This design comes from an exercise in tuning for small area, a short achievable clock period and few clock cycles per item on the open sky130 flow, not from production work. Function was checked by simulation only, so behaviour that the tests miss may differ from the original. No activity file was given, so power comes from the tool's default toggle rates.

==> 04-02 <==
==> flow/design.v <==
module bmr_blockrot (
    input  wire        clk,
    input  wire        rst,         
    input  wire        in_valid,
    output wire        in_ready,
    input  wire [63:0] in_data,
    input  wire        in_tpose,    
    output wire        out_valid,
    input  wire        out_ready,
    output wire [63:0] out_data
);
    reg [64:0] iq0, iq1;            
    reg        iwp, irp;
    reg [1:0]  icnt;
    reg [5:0]  in_row;              
    reg        in_op;               
    wire       ifull   = icnt[1];
    wire       in_fire = in_valid && !ifull;
    wire       op_in   = (in_row == 6'd0) ? in_tpose : in_op;
    assign in_ready = !ifull;
    reg        dir;                 
    reg [5:0]  ph;                  
    reg        ev;                  
    reg [5:0]  e;                   
    reg        eop;                 
    reg [5:0]  l;                   
    reg [63:0] oh, ot;              
    reg        ohv, otv;
    wire [64:0] ihead = irp ? iq1 : iq0;
    wire        hop   = ihead[64];
    wire [63:0] hd    = ihead[63:0];
    wire emit = ev && (e == ph) && !otv;
    wire slot_free = !ev || (l < e) || ((l == e) && emit);
    wire ld   = (icnt != 2'd0) && (l == ph) && slot_free;
    wire sw   = ld && (l == 6'd63);
    wire [4095:0] a;
    wire [63:0] in_h, in_v;
    wire [63:0] ex_h, ex_v;
    genvar gp, gq;
    generate
        for (gp = 0; gp < 64; gp = gp + 1) begin : g_perm
            assign in_h[gp] = hop ? hd[gp]      : hd[gp ^ 56];
            assign in_v[gp] = hop ? hd[63 - gp] : hd[gp ^ 7];
            assign ex_h[gp] = eop ? a[64*gp + 0] : a[64*(gp ^ 7) + 0];
            assign ex_v[gp] = eop ? a[64*63 + 63 - gp] : a[64*63 + (gp ^ 56)];
        end
        for (gp = 0; gp < 64; gp = gp + 1) begin : g_row
            reg [63:0] q;
            wire [63:0] nh = {(ld ? in_h[gp] : q[0]), q[63:1]};
            wire [63:0] nv;
            if (gp == 0) begin : g_top
                assign nv = ld ? in_v : a[64*(63) +: 64];
            end else begin : g_mid
                assign nv = a[64*(gp - 1) +: 64];
            end
            always @(posedge clk)
                q <= dir ? nv : nh;
            assign a[64*(gp) +: 64] = q;
        end
    endgenerate
    wire [63:0] ex = dir ? ex_v : ex_h;
    wire opop = ohv && out_ready;
    always @(posedge clk) begin
        if (!ifull) begin
            if (iwp) iq1 <= {op_in, in_data};
            else     iq0 <= {op_in, in_data};
        end
        if (otv) begin
            if (opop) oh <= ot;
        end else if (emit) begin
            if (!ohv || opop) oh <= ex;
            else              ot <= ex;
        end
        if (rst) begin
            iwp <= 1'b0; irp <= 1'b0; icnt <= 2'd0;
            in_row <= 6'd0; in_op <= 1'b0;
            dir <= 1'b0; ph <= 6'd0; ev <= 1'b0; e <= 6'd0; eop <= 1'b0; l <= 6'd0;
            ohv <= 1'b0; otv <= 1'b0;
        end else begin
            if (in_fire) begin
                iwp <= !iwp;
                in_row <= in_row + 6'd1;
                if (in_row == 6'd0) in_op <= in_tpose;
            end
            if (ld) irp <= !irp;
            icnt <= icnt + {1'b0, in_fire} - {1'b0, ld};
            if (!ev && l == 6'd0 && !ld) ph <= 6'd0;
            else                         ph <= ph + 6'd1;
            if (emit) begin
                e <= e + 6'd1;
                if (e == 6'd63) ev <= 1'b0;
            end
            if (ld) l <= l + 6'd1;
            if (sw) begin
                ev  <= 1'b1;
                e   <= 6'd0;
                eop <= hop;
                dir <= !dir;
            end
            if (otv) begin
                if (opop) otv <= 1'b0;
            end else if (emit) begin
                if (!ohv || opop) ohv <= 1'b1;
                else              otv <= 1'b1;
            end else if (opop) begin
                ohv <= 1'b0;
            end
        end
    end
    assign out_valid = ohv;
    assign out_data  = oh;
endmodule
==> flow/run.sh <==
#!/bin/bash
# synth_recipe.tcl (not shown) runs the flow's synth.tcl, then flattens the netlist and writes it again
# the make line also repeats each setting of config.mk as NAME=value (left out here)
make -C /OpenROAD-flow-scripts/flow DESIGN_CONFIG=/design/flow/config.mk WORK_HOME=/design/flow/orfs CLKGATE_MAP_FILE= SYNTH_SCRIPT=/design/flow/synth_recipe.tcl finish
==> flow/config.mk <==
export PLATFORM = sky130hd
export DESIGN_NAME = bmr_blockrot
export DESIGN_NICKNAME = bmr_blockrot
export VERILOG_FILES = /design/flow/design.v
export SDC_FILE = /design/flow/constraint.sdc
export NUM_CORES = 4
export LEC_CHECK = 0
export CAP_MARGIN = 20
export CORE_MARGIN = 2
export CORE_UTILIZATION = 45
export PLACE_DENSITY = 0.6
export SLEW_MARGIN = 20
==> flow/constraint.sdc <==
create_clock -name core_clock -period 8.0 [get_ports {clk}]
set_input_delay 1.6000 -clock core_clock [delete_from_list [all_inputs] [get_ports {clk}]]
set_output_delay 1.6000 -clock core_clock [all_outputs]
set_load 0.01 [all_outputs]
==> 03-03: changes against 04-02 <==
==> flow/design.v (replaced) <==
module bmr_blockrot (
    input  wire        clk,
    input  wire        rst,         
    input  wire        in_valid,
    output wire        in_ready,
    input  wire [63:0] in_data,
    input  wire        in_tpose,    
    output wire        out_valid,
    input  wire        out_ready,
    output wire [63:0] out_data
);
    reg        dir;                 
    reg        hz, vt;              
    reg [5:0]  ph;                  
    reg        ev;                  
    reg [5:0]  e;                   
    reg        eop;                 
    reg [5:0]  l;                   
    reg        lop;                 
    reg        rdy;                 
    reg [63:0] rd;                  
    reg        rt;                  
    reg        rv;                  
    reg [63:0] oh, ot;              
    reg        ohv, otv;
    wire emit = ev && (e == ph) && !otv;
    wire ld   = rv && (l == ph) && (!ev || (l < e) || ((l == e) && emit));
    wire sw   = ld && (l == 6'd63);
    wire opop = ohv && out_ready;
    wire in_fire = in_valid && rdy;
    wire        op_in = (l == 6'd0) ? rt : lop;
    wire [63:0] dw;                 
    genvar gp;
    generate
        for (gp = 0; gp < 64; gp = gp + 1) begin : g_in
            assign dw[gp] = op_in ? rd[gp ^ 56] : rd[gp];
        end
    endgenerate
    wire [5:0] ph_n  = (!ev && l == 6'd0 && !ld) ? 6'd0 : ph + 6'd1;
    wire [5:0] l_n   = ld ? l + 6'd1 : l;
    wire       ev_n  = sw ? 1'b1 : (emit && e == 6'd63) ? 1'b0 : ev;
    wire [5:0] e_n   = sw ? 6'd0 : emit ? e + 6'd1 : e;
    wire       otv_n = otv ? !opop : (emit && ohv && !opop);
    wire       emit_n = ev_n && (e_n == ph_n) && !otv_n;
    wire       rv_n  = in_fire || (rv && !ld);
    wire       ld_n  = rv_n && (l_n == ph_n) &&
                       (!ev_n || (l_n < e_n) || ((l_n == e_n) && emit_n));
    wire       rdy_n = !rv_n || ld_n;
    wire [4095:0] s;                
    wire [63:0] ex_h, ex_v;         
    generate
        for (gp = 0; gp < 64; gp = gp + 1) begin : g_row
            localparam [63:0] INV = (gp % 2) ? 64'h5555555555555555 : 64'hAAAAAAAAAAAAAAAA;
            reg [63:0] q;
            wire in_bit = dw[gp ^ 56] ^ ~INV[63];
            wire [63:0] nh = ~{(ld ? in_bit : q[0]), q[63:1]};
            wire [63:0] nv;
            if (gp == 0) begin : g_top
                wire [63:0] in_row;
                genvar gq;
                for (gq = 0; gq < 64; gq = gq + 1) begin : g_q
                    assign in_row[gq] = dw[gq ^ 7] ^ ~INV[gq];
                end
                assign nv = ~(ld ? in_row : s[64*63 +: 64]);
            end else begin : g_mid
                assign nv = ~s[64*(gp-1) +: 64];
            end
            always @(posedge clk)
                q <= ~((~nh | {64{vt}}) & (~nv | {64{hz}}));
            assign s[64*gp +: 64] = q;
            assign ex_h[gp ^ 7] = q[0] ^ INV[0];
        end
        for (gp = 0; gp < 64; gp = gp + 1) begin : g_exv
            localparam integer INV63 = (63 + gp) % 2;
            assign ex_v[gp ^ 56] = s[64*63 + gp] ^ INV63;
        end
    endgenerate
    wire [63:0] ex_r = dir ? ex_v : ex_h;
    wire [63:0] ex;
    generate
        for (gp = 0; gp < 64; gp = gp + 1) begin : g_out
            assign ex[gp] = eop ? ex_r[gp ^ 7] : ex_r[gp];
        end
    endgenerate
    always @(posedge clk) begin
        if (rdy) begin
            rd <= in_data;
            rt <= in_tpose;
        end
        if (otv) begin
            if (opop) oh <= ot;
        end else if (emit) begin
            if (!ohv || opop) oh <= ex;
            else              ot <= ex;
        end
        if (rst) begin
            dir <= 1'b0; hz <= 1'b1; vt <= 1'b0; ph <= 6'd0; ev <= 1'b0; e <= 6'd0; eop <= 1'b0;
            l <= 6'd0; lop <= 1'b0; rdy <= 1'b0; rv <= 1'b0;
            ohv <= 1'b0; otv <= 1'b0;
        end else begin
            ph  <= ph_n;
            l   <= l_n;
            ev  <= ev_n;
            e   <= e_n;
            otv <= otv_n;
            rdy <= rdy_n;
            rv  <= rv_n;
            if (ld && l == 6'd0) lop <= rt;
            if (sw) begin
                eop <= lop;
                dir <= !dir;
                hz  <= dir;
                vt  <= !dir;
            end
            if (!otv && emit) begin
                if (!ohv || opop) ohv <= 1'b1;
            end else if (opop) begin
                ohv <= otv;
            end
        end
    end
    assign in_ready  = rdy;
    assign out_valid = ohv;
    assign out_data  = oh;
endmodule
Settings changed: SETUP_SLACK_MARGIN from default to 5, TNS_END_PERCENT from default to 100.
==> impl_metrics.toml <==
[place]
dp_slack_ps = 4100

[run_status]
outcome = "complete, no violations"

[clock_tree]
cts_setup_buffers = 0
cts.sinks = 4388

[yosys]
synth_seq_area_share = 0.616

[worst_setup_path]
cp-end-kind = "primary output"
the above is filed under 04-02

==> impl_metrics.toml <==
[clock_tree]
cts_setup_buffers = 26
cts.sinks = 4316

[place]
dp_slack_ps = 3650

[worst_setup_path]
cp-end-kind = "flip-flop"

[global_route]
grt_max_degree = 275

[yosys]
synth-compound-area-share = 0.216

[run_status]
outcome = "complete, no violations"
the above is filed under 03-03

Testbench counts of 04-02, summed over its fixed seeds: cycles 8,720, blocks 128.
Testbench counts of 03-03, summed over its fixed seeds: cycles 8,720, blocks 128.

* * *

==> run E: inputs <==
bmr_blockrot, a different RTL version from the one above (not shown whole).
// bmr_blockrot
module bmr_blockrot (
    input  wire        clk,
    input  wire        rst,         
    input  wire        in_valid,
    output wire        in_ready,
    input  wire [63:0] in_data,
    input  wire        in_tpose,    
    output wire        out_valid,
    input  wire        out_ready,
    output wire [63:0] out_data
);
Settings: LEC_CHECK=0, CAP_MARGIN=20, CORE_MARGIN=2, CORE_UTILIZATION=45, CTS_CLUSTER_DIAMETER=100, CTS_CLUSTER_SIZE=24, PLACE_DENSITY=0.6, SETUP_SLACK_MARGIN=5, SLEW_MARGIN=20, TNS_END_PERCENT=100; clock period 8.0 ns.
run.sh (not shown) runs the stock make flow with config.mk's settings and CLKGATE_MAP_FILE= SYNTH_SCRIPT=/design/flow/synth_recipe.tcl, a recipe that flattens the netlist after the stock synthesis.
==> run Y (differences from run E) <==
--- a/flow/config.mk
+++ b/flow/config.mk
@@ -8,8 +8,8 @@
 export CAP_MARGIN = 20
 export CORE_MARGIN = 2
-export CORE_UTILIZATION = 45
+export CORE_UTILIZATION = 75
 export CTS_CLUSTER_DIAMETER = 100
 export CTS_CLUSTER_SIZE = 24
-export PLACE_DENSITY = 0.6
+export PLACE_DENSITY = 0.85
 export SETUP_SLACK_MARGIN = 5
 export SLEW_MARGIN = 20
==> comparison table <==
item                                                           run Y            run E
Capture point of the worst reg-to-reg path           g_row[42].q[47]  g_row[25].q[18]
Worst hold slack across all endpoints                       417.9 ps         382.6 ps
Number of buffers on the longest clock path                        3                4
# placed instances                                             11433            12840
Seq pwr share                                                  66.8%            66.7%
Capture point of the critical path                      out_data[62]     out_data[26]
Pwr/cell area                                          372.6 nW/um^2    369.8 nW/um^2
Utilization of the core after routing                         78.93%           48.26%
Synth-to-layout area growth                                   4.757%           6.682%
Die boundary width                                          410.4 um         528.7 um
Post-layout total power                                     48.36 mW         48.88 mW
Count of multi-input combinational gates                        4613             4612
Fraction of area in non-clock buffers                         1.626%           1.864%
Leakage dissipation                                         47.36 nW         47.66 nW
Post-CTS setup-driven buffer insertion count                       2                1
Fraction of layout cells with a size suffix above 1           5.381%           5.569%
Met2 Routed Length                                         126000 um        134800 um
Power of the combinational group                             5.24 mW          4.99 mW
Result of the run                                     finished clean   finished clean
Comb power frac                                                10.8%            10.2%
Die height                                                  410.4 um         528.7 um
Total clock network power                                    10.8 mW          11.3 mW
Net switching fraction of the power                           26.37%           26.61%
Delay of the slowest cell on the worst path                   480 ps           430 ps
Testbench counts of run E, summed over its fixed seeds: cycles 8,720, blocks 128.
Testbench counts of run Y, summed over its fixed seeds: cycles 8,720, blocks 128.

[what the ideal ports hide]
The results above use ideal ports. As a check the final layouts listed here were re-extracted and re-timed, cells and wires unchanged.
Step 1 sets driving cells, clkbuf_16 on the clock port and buf_2 on the other inputs (assumed; they add their load-dependent delay and slew).
Step 2 also shifts input and output timing later by t, the mid clock arrival at the registers, as if the neighbouring blocks saw the same clock.
Slacks: no drivers / after step 1 / after step 2; pairs: no drivers / after step 1.
run	t (ns)	setup slack, ns	worst hold slack (ns)	clock arrival spread, ns	slew at the worst register clock pin (ns)
04-02	1.016	4.311 / 4.215 / 4.093	0.443 / 0.443 / 0.443	0.069 / 0.069	0.07 / 0.07
03-03	1.007	4.778 / 4.765 / 4.545	0.407 / 0.407 / 0.407	0.080 / 0.080	0.07 / 0.07
run E	0.986	4.861 / 4.766 / 4.471	0.383 / 0.383 / 0.383	0.113 / 0.113	0.10 / 0.10
run Y	0.936	4.881 / 4.795 / 4.436	0.418 / 0.418 / 0.418	0.041 / 0.041	0.10 / 0.10
After both steps setup and hold are still met in every run listed. The setup slack of run Y, which loses most, moves by -0.086 ns with the drivers and by -0.445 ns with both steps.
